This design comes from an exercise in tuning for small area on the open sky130 flow, not from production work. Function was checked by simulation only, so behaviour that the tests miss may differ from the original. No activity file was given, so power comes from the tool's default toggle rates.

## kojisan_sau
module kojisan_sau (
    input  wire        clk,
    input  wire        rst,           
    input  wire        host_we,
    input  wire [2:0]  host_addr,
    input  wire [31:0] host_wdata,
    output reg  [31:0] host_rdata,
    output wire        irq,
    output wire        bus_req,
    output reg  [2:0]  bus_op,
    output reg  [7:0]  bus_wdata,
    output wire        bus_mack,
    input  wire        bus_ans,
    input  wire [1:0]  bus_ans_code,
    input  wire [7:0]  bus_rdata
);
Size in the first run: roughly 630 cells after synthesis, ~94 flip-flops, ~95 I/O pins.
clock: 500.0 ns
lec_check: 0
cap_margin: 20
core_margin: 2
core_utilization: 40
cts_buf_list: sky130_fd_sc_hd__clkbuf_8
slew_margin: 20
standard.sh (not shown) runs the stock make flow with config.mk's settings and CLKGATE_MAP_FILE= SYNTH_SCRIPT=/design/flow/synth_recipe.tcl, a recipe that flattens the netlist after the stock synthesis.
==> flow/flow/run.sh <==
#!/bin/bash
# Standard ORFS layout, except that the port buffers are the smallest buffer cell (buf_1)
# instead of the cell buffer_ports picks by default. Every port still gets its own buffer.
set -euo pipefail
cd "$(dirname "$0")/.."
export BUFFER_PORTS_ARGS="-buffer_cell sky130_fd_sc_hd__buf_1"
bash standard.sh > standard_flow.log 2>&1
Change:
==> flow/run.sh (new file) <==
#!/bin/bash
# synth_recipe.tcl (not shown) runs the flow's synth.tcl, then flattens the netlist and writes it again
# the make line also repeats each setting of config.mk as NAME=value (left out here)
make -C /OpenROAD-flow-scripts/flow DESIGN_CONFIG=/design/flow/config.mk WORK_HOME=/design/flow/orfs CLKGATE_MAP_FILE= SYNTH_SCRIPT=/design/flow/synth_recipe.tcl finish
- CTS_BUF_LIST: sky130_fd_sc_hd__clkbuf_8 -> not set
removed: flow/flow/run.sh
removed: flow/standard.sh
=>
- The changed run completed with no timing, DRC or antenna violations
- worst hold slack gains 0.0043 ns
- area after synthesis is unchanged
- final cell count does not change
- sequential cell count is unchanged
- wire length climbs by 1.3%
- non-clock buffer count stays the same
- global-route usage climbs by 0.79 points
- worst setup slack is worse by 0.73 ns
- utilization grows by 3.8 points

* * *

Another version of the RTL of kojisan_sau (not shown whole).
For scale: roughly 92 flip-flops.
export LEC_CHECK = 0
export CAP_MARGIN = 20
export CORE_MARGIN = 2
export CORE_UTILIZATION = 40
export CTS_BUF_LIST = sky130_fd_sc_hd__clkbuf_8
export SLEW_MARGIN = 20
create_clock -name core_clock -period 500.0 [get_ports {clk}]
==> flow/flow/run.sh <==
#!/bin/bash
# The standard layout (standard.sh) with three changes:
#  - synthesis is the standard flow's own script, except that ABC maps the combinational
#    logic with an area-oriented script (flow/area.abc) instead of ORFS's
#    delay-oriented one; registers are mapped before ABC, so they are the
#    standard synthesis's registers;
#  - every port still gets its own buffer, but it is the smallest buffer cell;
#  - clock tree synthesis adds no dummy loads.
# Each tool's full output goes to the ORFS logs under orfs/logs; the make output
# goes to standard_flow.log.
set -euo pipefail
cd "$(dirname "$0")/.."
W=$PWD
{
  echo 'proc abc {args} {'
  echo '  set i [lsearch $args -script]'
  echo "  if {\$i >= 0} { lset args [expr {\$i+1}] $W/flow/area.abc }"
  echo '  yosys abc {*}$args'
  echo '}'
  cat synth_recipe.tcl
} > area_synth.tcl
export BUFFER_PORTS_ARGS="-buffer_cell sky130_fd_sc_hd__buf_1"
export CTS_ARGS="-sink_clustering_enable -repair_clock_nets -sink_clustering_size 24 -sink_clustering_max_diameter 200 -buf_list sky130_fd_sc_hd__clkbuf_8 -dont_use_dummy_load"
bash standard.sh SYNTH_SCRIPT="$W/area_synth.tcl" finish > standard_flow.log 2>&1
==> flow/flow/area.abc <==
strash
dc2
dch
amap -m -F 4 -A 10
Edit:
--- a/flow/flow/run.sh
+++ b/flow/flow/run.sh
@@ -22,3 +22,3 @@
 export BUFFER_PORTS_ARGS="-buffer_cell sky130_fd_sc_hd__buf_1"
-export CTS_ARGS="-sink_clustering_enable -repair_clock_nets -sink_clustering_size 24 -sink_clustering_max_diameter 200 -buf_list sky130_fd_sc_hd__clkbuf_8 -dont_use_dummy_load"
+export CTS_ARGS="-sink_clustering_enable -repair_clock_nets -sink_clustering_size 32 -sink_clustering_max_diameter 200 -buf_list sky130_fd_sc_hd__clkbuf_16 -dont_use_dummy_load"
 bash standard.sh SYNTH_SCRIPT="$W/area_synth.tcl" finish > standard_flow.log 2>&1
After rerunning:
- The changed run ran to the end with no violations
- synthesized area stays the same
- final cell count stays the same
- die area is unchanged
- setup slack degrades by 0.061 ns
- routed wire length stays flat
Edit:
--- a/flow/flow/run.sh
+++ b/flow/flow/run.sh
@@ -22,3 +22,3 @@
 export BUFFER_PORTS_ARGS="-buffer_cell sky130_fd_sc_hd__buf_1"
-export CTS_ARGS="-sink_clustering_enable -repair_clock_nets -sink_clustering_size 32 -sink_clustering_max_diameter 200 -buf_list sky130_fd_sc_hd__clkbuf_16 -dont_use_dummy_load"
+export CTS_ARGS="-sink_clustering_enable -repair_clock_nets -buf_list sky130_fd_sc_hd__clkbuf_8 -dont_use_dummy_load"
 bash standard.sh SYNTH_SCRIPT="$W/area_synth.tcl" finish > standard_flow.log 2>&1
==> flow/flow/area.abc (replaced) <==
strash
dc2
dch
amap -m -F 4 -A 10
&get -n
&st
&deepsyn -T 120
&put
dch -f
amap -m -F 8 -A 16 -C 1000
The new run completed with no timing, DRC or antenna violations.
Design area decreases by about 3%.
Non-clock buffer count stays the same.
Via count decreases by about 2.7%.
Power decreases by 9.0%.
Area after synthesis decreases by 1.4%.
Die area decreases by 1.3%.
Sequential power increases by about 1%.
Register-to-register slack gets better by 0.06 ns.

* * *

Setup of v17:
kojisan_sau, a different RTL version from the one above (not shown whole).
For scale: about 540 cells after synthesis, ~94 flip-flops, about 95 I/O pins, about 5200 sq um of cells after synthesis.
clock: 500.0 ns
lec_check: 0
cap_margin: 20
core_margin: 2
core_utilization: 40
cts_buf_list: sky130_fd_sc_hd__clkbuf_16
cts_cluster_diameter: 500
cts_cluster_size: 48
slew_margin: 20
==> flow/flow/run.sh <==
#!/bin/bash
# Standard ORFS layout, except that the port buffers are the smallest buffer cell (buf_1)
# instead of the cell buffer_ports picks by default. Every port still gets its own buffer.
set -euo pipefail
cd "$(dirname "$0")/.."
export BUFFER_PORTS_ARGS="-buffer_cell sky130_fd_sc_hd__buf_1"
bash standard.sh > standard_flow.log 2>&1
diff inputs: v17 => v34
- a deleted CTS_CLUSTER_SIZE that had been 48
- a change of CTS_BUF_LIST from sky130_fd_sc_hd__clkbuf_16 to sky130_fd_sc_hd__clkbuf_8
- a deleted CTS_CLUSTER_DIAMETER that had been 500
### Flow results
Comparing v17 and v34, the lower proportion of cell area occupied by multi-input gates was measured on v17.
v34 vs. v17: total clock sinks neither gained nor lost much; proportion of total power due to net switching climbed 1.6 points; worst hold-check slack saw an increase.
v34: global-route wire length before repair 89 microns below v17
Relative to v17, the switching power total measured on v34 has decreased by a few percent.
Comparing v17 and v34, the lower delay of the slowest cell on the worst path was measured on v17.
Power consumed by sequential cells delta (v17 -> v34): insignificant
The inputs of v27 differ from those of v34 as listed below.
- CTS_BUF_LIST: sky130_fd_sc_hd__clkbuf_8 -> sky130_fd_sc_hd__clkbuf_16
- CTS_CLUSTER_SIZE: unset -> 32
- CTS_CLUSTER_DIAMETER: unset -> 500
Results
Summary of v27 over v34: overall track demand over capacity in global routing essentially unchanged; area of the multi-input gates essentially unchanged; power per cell area increased by 10% relative to the old numbers.

* * *

== job 5987 ==
kojisan_sau, a different RTL version from the one above (not shown whole).
Size in the first run: ~500 cells after synthesis, about 89 flip-flops.
## kojisan_sau
module kojisan_sau (
    input  wire        clk,
    input  wire        rst,           
    input  wire        host_we,
    input  wire [2:0]  host_addr,
    input  wire [31:0] host_wdata,
    output reg  [31:0] host_rdata,
    output wire        irq,
    output wire        bus_req,
    output reg  [2:0]  bus_op,
    output reg  [7:0]  bus_wdata,
    output wire        bus_mack,
    input  wire        bus_ans,
    input  wire [1:0]  bus_ans_code,
    input  wire [7:0]  bus_rdata
);
    localparam [3:0] S_W_START   = 4'd1,
                     S_W_ADDR    = 4'd2,
                     S_W_CMD     = 4'd3,
                     S_W_PAYLOAD = 4'd4,
                     S_W_STOP    = 4'd5,
                     S_WAIT      = 4'd6,
                     S_R_START   = 4'd7,
                     S_R_ADDR_W  = 4'd8,
                     S_R_REG     = 4'd9,
                     S_R_RSTART  = 4'd10,
                     S_R_ADDR_R  = 4'd11,
                     S_R_DATA    = 4'd12,
                     S_R_STOP    = 4'd13,
                     S_CHECK     = 4'd14;
    reg        ie;
    reg [6:0]  addr;
    reg        busy, done, err;
    reg [3:0]  seq;         
    reg        abort;       
    reg        t_fail;      
    reg [7:0]  cnt;         
    wire [2:0] idx = cnt[7:5];
    reg [31:0] tr;          
    reg [29:0] hr;          
    reg        cy_t, cy_h;
    function [7:0] crc8b;
        input [7:0] c0, b;
        reg   [7:0] c;
        integer     i;
        begin
            c = c0 ^ b;
            for (i = 0; i < 8; i = i + 1)
                c = c[7] ? ((c << 1) ^ 8'h31) : (c << 1);
            crc8b = c;
        end
    endfunction
    wire        first_byte = (idx == 3'd0) || (idx == 3'd3);
    wire [7:0]  crc        = tr[13:6];
    wire [7:0]  crc_next   = crc8b(first_byte ? 8'hFF : crc, bus_rdata);
    wire        h_bad      = (crc != 8'd0);
    wire in_wait  = (seq == S_WAIT);
    wire in_check = (seq == S_CHECK);
    wire in_data  = (seq == S_R_DATA);
    wire moving   = in_data && !cnt[3];       
    assign bus_req  = busy && !(seq[2] && seq[1] && !seq[0]) && !moving;
    assign bus_mack = idx[2] && idx[0];
    wire [3:0] s = seq;
    wire addr_byte = s[3] ^ s[1] ^ s[0];        
    always @(*) begin
        bus_op[2] = abort | (s[2] & ~s[1] & (s[0] | s[3]));
        bus_op[1] = ~abort & ((~s[2] & (s[1] | s[3])) | (~s[3] & s[2] & ~s[0]));
  ...
==> flow/config.mk <==
export PLATFORM = sky130hd
export DESIGN_NAME = kojisan_sau
export DESIGN_NICKNAME = kojisan_sau
export VERILOG_FILES = /design/flow/design.v
export SDC_FILE = /design/flow/constraint.sdc
export NUM_CORES = 4
export LEC_CHECK = 0
export CAP_MARGIN = 20
export CORE_MARGIN = 2
export CORE_UTILIZATION = 40
export CTS_BUF_LIST = sky130_fd_sc_hd__clkbuf_8
export GPL_TIMING_DRIVEN = 0
export SLEW_MARGIN = 20
==> flow/constraint.sdc <==
create_clock -name core_clock -period 500.0 [get_ports {clk}]
set_input_delay 100.0000 -clock core_clock [delete_from_list [all_inputs] [get_ports {clk}]]
set_output_delay 100.0000 -clock core_clock [all_outputs]
set_load 0.01 [all_outputs]
==> flow/flow/run.sh <==
#!/bin/bash
# The standard layout (standard.sh) with three changes:
#  - synthesis is the standard flow's own script, except that ABC maps the combinational
#    logic with an area-oriented script (flow/area.abc) instead of ORFS's
#    delay-oriented one; registers are mapped before ABC, so they are the
#    standard synthesis's registers;
#  - every port still gets its own buffer, but it is the smallest buffer cell;
#  - clock tree synthesis adds no dummy loads.
# Each tool's full output goes to the ORFS logs under orfs/logs; the make output
# goes to standard_flow.log.
set -euo pipefail
cd "$(dirname "$0")/.."
W=$PWD
{
  echo 'proc abc {args} {'
  echo '  set i [lsearch $args -script]'
  echo "  if {\$i >= 0} { lset args [expr {\$i+1}] $W/flow/area.abc }"
  echo '  yosys abc {*}$args'
  echo '}'
  cat synth_recipe.tcl
} > area_synth.tcl
export BUFFER_PORTS_ARGS="-buffer_cell sky130_fd_sc_hd__buf_1"
export CTS_ARGS="-sink_clustering_enable -repair_clock_nets -buf_list sky130_fd_sc_hd__clkbuf_8 -dont_use_dummy_load"
bash standard.sh SYNTH_SCRIPT="$W/area_synth.tcl" finish > standard_flow.log 2>&1
==> flow/flow/area.abc <==
strash
dc2
dch
amap -m -F 4 -A 10
&get -n
&st
&deepsyn -T 300
&put
dch -f
amap -m -F 8 -A 16 -C 1000
Job 5987 closes out successfully: all stages finished, all timing, DRC and antenna checks passed.
For job 9529, these inputs were changed with respect to job 5987:
- swapping 40 for 60 in CORE_UTILIZATION
- clearing GPL_TIMING_DRIVEN, which used to be 0
==> flow/flow/area.abc <==
strash
dc2
dch
amap -m -F 8 -A 16 -C 1000
strash
dc2
dch -f
amap -m -F 8 -A 16 -C 1000
strash
dch
amap -m -F 8 -A 16 -C 1000
Notes after the runs:
- In job 9529 the floorplan die area turned out 32% lower than in job 5987.
- For maximum number of pins on one net before global-route repair, dividing the value from job 9529 by the value from job 5987 gives 1.07.
- Job 9529 against job 5987: cell area fell 0.71%; die width fell 19 um.
- Job 9529 vs. job 5987: relative area change from synthesis to final layout decreased by 0.90 points relative to the old numbers, critical-path maximum fanout increased by 33% relative to the old numbers, wire length decreased by about 7% relative to the old numbers, power drawn by the combinational cells decreased by about 60% relative to the old numbers.
- The synthesized area was comparable across job 5987 and job 9529.
- Diff job 5987 and job 9529: weighted congestion reported at the end of routability-driven placement lower in job 5987
- For maximum achievable frequency, job 9529 and job 5987 come out practically identical.
Modified inputs, job 813 compared to job 9529
- swapping 60 for 40 in CORE_UTILIZATION
### Flow results
Overall routing resource usage, job 9529 and job 813: larger value in job 9529
Summary — final worst setup slack, job 813 relative to job 9529: lower, by 0.16 ns.
Proportion of cell area occupied by registers for job 813: 0.43 points down relative to job 9529
Compared with job 9529, job 813 shows chip width higher by 21%.
Core utilization is lower on job 813
Both conditions hold for job 813: the flow ran to the end and the final layout passed the timing, design-rule and antenna checks.
Job 9529 -> job 813: worst slack on hold paths flat
On wire length of the first global-routing pass, job 813 does worse than job 9529.
~same clock insertion delay at the later pin of the skew report in job 9529 and job 813
Delta (job 813 minus job 9529): global routing usage on met3 decreased by 0.68 points relative to the old numbers; signed area change from the synthesized netlist to the final layout moved up.
> inputs changed (job 813 -> job 3169)
- swapping 20 for 0 in CAP_MARGIN
- swapping 20 for 0 in SLEW_MARGIN
==> flow/flow/area.abc <==
strash
dc2
dch
amap -m -F 4 -A 10
&get -n
&st
&deepsyn -T 120
&put
dch -f
amap -m -F 8 -A 16 -C 1000
--- outcome ---
- Job 3169 against job 813: number of different library cells in the post-synthesis netlist increased by 3 relative to the old numbers; setup slack increased by 0.029 ns relative to the old numbers; minimum period implied by the final worst setup slack decreased by 0.029 ns relative to the old numbers.
- Compared with job 813, in job 3169 placer's final routability congestion estimate comparable, total number of nets in the final design comparable, synthesized-area fraction occupied by and/or/nand/nor cells now larger, switching power now larger, total power now larger.
Input-level comparison between job 7655 and job 3169:
- SLEW_MARGIN now 20, was 0
- CAP_MARGIN now 20, was 0
Results
- Job 7655 finished end to end and its layout was clean on timing, DRC and antenna.
- Job 3169 → job 7655: synthesized instance count has remained practically unchanged, utilization has remained practically unchanged.
- Between job 7655 and job 3169, the relative contribution of combinational cells to total power figures differ only marginally.
- Total power came out exactly the same in job 7655 and job 3169.
- As far as shortest clock period the worst path allows after layout goes, job 7655 and job 3169 are indistinguishable; the numbers are identical.
- Re combined area of the multi-input logic cells: no difference whatsoever between job 3169 and job 7655.
- From job 3169 to job 7655, final-stage net count did not move at all.
- Reported for job 7655 and job 3169, final wirelength turned out identical to the last digit.
- Count of clock-net buffers in the final layout: job 3169 vs job 7655 identical

==> re-timing with driven ports <==
In the flow no input, the clock included, has a driving cell. The finished layouts below were timed again as built, in two steps.
Step 1: set_driving_cell puts a clkbuf_16 on clk and a buf_2 on each other input, an assumption about the parent block.
Step 2 adds t to the input delays and takes it off the output delays; t is the mean of the earliest and latest rising clock arrival at the registers after step 1. Input paths then give back, and output paths get back, about the clock's delay inside the block.
a / b / c = no drivers / after step 1 / after step 2; a / b = the first two.
| run | shift t [ns] | setup WS [ns] | clock arrival spread, ns | worst slew at a driven data input, ns |
|---|---|---|---|---|
| the first run of note 1 | 0.422 | 298.057 / 298.023 / 298.023 | 0.017 / 0.017 | 0.04 |
| the second run of note 1 | 0.395 | 297.329 / 297.303 / 297.303 | 0.008 / 0.008 | 0.04 |
| the first run of note 2 | 0.394 | 297.558 / 297.534 / 297.534 | 0.027 / 0.027 | 0.03 |
| the second run of note 2 | 0.372 | 297.497 / 297.473 / 297.473 | 0.019 / 0.018 | 0.03 |
| the third run of note 2 | 0.405 | 297.634 / 297.611 / 297.611 | 0.027 / 0.027 | 0.04 |
| v17 | 0.395 | 298.387 / 298.351 / 298.351 | 0.010 / 0.011 | 0.04 |
| v34 | 0.423 | 298.367 / 298.331 / 298.331 | 0.019 / 0.019 | 0.04 |
| v27 | 0.395 | 298.387 / 298.351 / 298.351 | 0.010 / 0.011 | 0.04 |
| job 5987 | 0.400 | 297.646 / 297.622 / 297.622 | 0.031 / 0.030 | 0.03 |
| job 9529 | 0.369 | 297.782 / 297.761 / 297.761 | 0.037 / 0.037 | 0.03 |
| job 813 | 0.393 | 297.624 / 297.595 / 297.595 | 0.025 / 0.025 | 0.03 |
| job 3169 | 0.399 | 297.653 / 297.626 / 297.626 | 0.022 / 0.021 | 0.04 |
| job 7655 | 0.399 | 297.653 / 297.626 / 297.626 | 0.022 / 0.021 | 0.04 |
After both steps every run listed still meets setup and hold.
